Context: an optimization exercise on an open-source flow, tuned for small area, a short achievable clock period and few clock cycles. The choices shown serve that exercise and are no tape-out recipe.
Only simulation tests tie the RTL to the original design; equivalence was not proved.
Power figures rest on the tool's default switching activity, not on a simulated workload.

## ptwb
module ptwb (
    input  wire        clk,
    input  wire        rst,           
    input  wire        host_we,
    input  wire [3:0]  host_addr,
    input  wire [63:0] host_wdata,
    output reg  [63:0] host_rdata,
    output wire        busy,
    output wire        mem_req,
    output wire        mem_we,
    output wire [63:0] mem_addr,
    output wire [63:0] mem_wdata,
    input  wire        mem_ready,
    input  wire [63:0] mem_rdata,
    output wire        alloc_req,
    input  wire        alloc_ready,
    input  wire        alloc_oom,
    input  wire [63:0] alloc_frame
);
    localparam [3:0] OP_FRAME_TO_PHYS    = 4'h1;
    localparam [3:0] OP_PHYS_TO_FRAME    = 4'h2;
    localparam [3:0] OP_PHYS_TO_ROOT_REG = 4'h3;
    localparam [3:0] OP_VPN              = 4'h4;
    localparam [3:0] OP_INDEX            = 4'h5;
    localparam [3:0] OP_ENTRY_READ       = 4'h6;
    localparam [3:0] OP_ENTRY_WRITE      = 4'h7;
    localparam [3:0] OP_WALK_LOOKUP      = 4'h8;
    localparam [3:0] OP_WALK_ALLOC       = 4'h9;
    localparam [3:0] OP_PAGE_MAP         = 4'hA;
    localparam [2:0] ERR_NONE            = 3'd0;
    localparam [2:0] ERR_OUT_OF_MEMORY   = 3'd1;
    localparam [2:0] ERR_PAGE_FAULT      = 3'd2;
    localparam [2:0] ERR_ALREADY_MAPPED  = 3'd3;
    localparam [2:0] ERR_INVALID_ADDRESS = 3'd4;
    localparam [3:0] FC_NONE             = 4'd0;
    localparam [3:0] FC_ILLEGAL_OP       = 4'd1;
    localparam [3:0] FC_RESERVED_BITS    = 4'd2;
    localparam [3:0] FC_INDEX_OOB        = 4'd3;
    localparam [3:0] FC_ROOT_MISALIGNED  = 4'd4;
  ...
Size in the first run: ~3800 cells after synthesis, about 400 I/O pins, ~34000 sq um of cells after synthesis.
==> flow/config.mk <==
export PLATFORM = sky130hd
export DESIGN_NAME = ptwb
export DESIGN_NICKNAME = ptwb
export VERILOG_FILES = /design/flow/design.v
export SDC_FILE = /design/flow/constraint.sdc
export NUM_CORES = 4
export LEC_CHECK = 0
export CAP_MARGIN = 20
export CORE_MARGIN = 2
export CORE_UTILIZATION = 40
export PLACE_DENSITY = 0.6
export SETUP_SLACK_MARGIN = 3.6
export SLEW_MARGIN = 20
==> flow/constraint.sdc <==
create_clock -name core_clock -period 8.0 [get_ports {clk}]
set_input_delay 1.6000 -clock core_clock [delete_from_list [all_inputs] [get_ports {clk}]]
set_output_delay 1.6000 -clock core_clock [all_outputs]
set_load 0.01 [all_outputs]
standard.sh (not shown) runs the stock make flow with config.mk's settings and CLKGATE_MAP_FILE= SYNTH_SCRIPT=/design/flow/synth_recipe.tcl, a recipe that flattens the netlist after the stock synthesis.
==> flow/flow/run.sh <==
#!/bin/bash
# Layout flow:
# 1. the standard synthesis (standard.sh synth, unchanged);
# 2. its combinational cells re-mapped for area by Yosys/ABC, every flip-flop kept as the
#    standard synthesis made and named it (remap.ys.in);
# 3. the host read mux (host_addr -> host_rdata) rebuilt from cells as a one-level decode and an
#    and-or-invert layer plus one nand per bit (rdmux.py);
# 4. Yosys proves the result equal to the standard synthesis's netlist (equiv.ys.in); if the
#    proof fails, the flow falls back to step 2's netlist, then to the standard netlist;
# 5. the standard ORFS layout (standard.sh) from floorplan to finish, with the port buffers made
#    from plain buffers (buf_1) instead of the delay buffer buffer_ports picks, and a clock tree
#    with larger sink clusters and no dummy loads.
# Each tool's output goes to a log file of its own in this folder; ORFS keeps its step logs
# under orfs/logs.
set -euo pipefail
W=$PWD
RES=$W/orfs/results/$FLOW_PLATFORM/ptwb/base
LIB=$FLOW_HOME/platforms/$FLOW_PLATFORM/lib/sky130_fd_sc_hd__tt_025C_1v80.lib
BP="BUFFER_PORTS_ARGS=-buffer_cell sky130_fd_sc_hd__buf_1"
CTS="CTS_ARGS=-sink_clustering_enable -repair_clock_nets -dont_use_dummy_load -sink_clustering_size 18 -sink_clustering_max_diameter 100"

subst() {  # subst TEMPLATE OUT NETLIST
  sed -e "s|@WORK@|$W|g" -e "s|@LIB@|$LIB|g" -e "s|@NETLIST@|$3|g" -e "s|@TOP@|$FLOW_TOP|g" "$1" > "$2"
}

bash standard.sh "$BP" synth > make_synth.log 2>&1
cp "$RES/1_2_yosys.v" "$W/standard_synth.v"

# 2. area re-map
cp "$W/standard_synth.v" "$W/remapped.v"
python3 flow/libfunc.py "$LIB" "$W/remapped.v" "$W/cells_func.v" > libfunc.log 2>&1
subst flow/remap.ys.in "$W/remap.ys" "$W/remapped.v"
yosys -s "$W/remap.ys" > yosys_remap.log 2>&1

# 3. cell-built read mux
cp "$W/remapped.v" "$W/rdmux.v"
python3 flow/rdmux.py add "$W/rdmux.v" > rdmux.log 2>&1
subst flow/check.ys.in "$W/check.ys" "$W/rdmux.v"

# 4. proofs; the first candidate proven equal is laid out
prove() {  # prove NETLIST LOG
  sed 's/^module '"$FLOW_TOP"'(/module gold(/' "$W/standard_synth.v" > "$W/eq_gold.v"
  sed 's/^module '"$FLOW_TOP"'(/module gate(/' "$1" > "$W/eq_gate.v"
  cat "$W/standard_synth.v" "$1" > "$W/eq_both.v"
  python3 flow/libfunc.py "$LIB" "$W/eq_both.v" "$W/eq_cells.v" >> libfunc.log 2>&1
  subst flow/equiv.ys.in "$W/equiv.ys" "$1"
  yosys -s "$W/equiv.ys" > "$2" 2>&1
}
CHOSEN="$W/standard_synth.v"
if yosys -s "$W/check.ys" > yosys_check_rdmux.log 2>&1 && prove "$W/rdmux.v" yosys_equiv_rdmux.log; then
  CHOSEN="$W/rdmux.v"
elif prove "$W/remapped.v" yosys_equiv_remapped.log; then
  CHOSEN="$W/remapped.v"
fi
echo "laid out: $CHOSEN" > chosen.log
cp "$CHOSEN" "$RES/1_2_yosys.v"

# 5. rebuild the synthesis database from the chosen netlist, then lay it out
rm -f "$RES/1_synth.odb" "$RES/1_synth.sdc"
touch "$RES/1_2_yosys.v"
bash standard.sh "$BP" "$CTS" finish > make_finish.log 2>&1
Other scripts of this flow, unchanged in this note and not shown: flow/flow/check.ys.in, flow/flow/equiv.ys.in, flow/flow/flops.v, flow/flow/libfunc.py, flow/flow/rdmux.py, flow/flow/remap.ys.in
Testbench counts at the start, summed over its fixed seeds: cycles 34,859.
==> next run, changes <==
--- a/flow/flow/run.sh
+++ b/flow/flow/run.sh
@@ -20 +20 @@
-CTS="CTS_ARGS=-sink_clustering_enable -repair_clock_nets -dont_use_dummy_load -sink_clustering_size 18 -sink_clustering_max_diameter 100"
+CTS="CTS_ARGS=-sink_clustering_enable -repair_clock_nets -dont_use_dummy_load -sink_clustering_size 24 -sink_clustering_max_diameter 120"
Effect: The new run completed without violations. Clock skew drops by 0.0056 ns. Worst setup slack got worse by 0.056 ns. Routed wire length is lower by 0.32%. Core utilization drops by 0.74 points. Design area goes down by 1.5%. First-iteration DRC count went down by 0.51%. Count of clock-buffer cells in the layout falls by 10. Clock power shrinks by 11%.

-- re-timing with driven ports --
In the flow no input, the clock included, has a driving cell. The finished layouts below were timed again as built, in two steps.
Step 1 (the two cells are an assumption about what drives the block):
set clk [get_ports {clk}]
set_driving_cell -lib_cell sky130_fd_sc_hd__clkbuf_16 $clk
set_driving_cell -lib_cell sky130_fd_sc_hd__buf_2 [delete_from_list [all_inputs] $clk]
Step 2, shift: input delay + t, output delay - t, t = (earliest + latest rising clock arrival at the registers) / 2. This alone moves slack from input paths to output paths.
a / b / c = ideal / step 1 / step 2; a / b = the first two.
run	shift t [ns]	setup slack, ns	worst setup path at the end	worst register clock-pin slew, ns
the first run	0.703	3.260 / 3.014 / 2.953	input to register	0.09 / 0.09
the second run	0.668	3.205 / 2.997 / 2.909	input to register	0.12 / 0.12
After both steps every run listed still meets setup and hold. For the first run, which loses most, drivers alone change the setup slack by -0.246 ns; drivers and shift together by -0.307 ns.
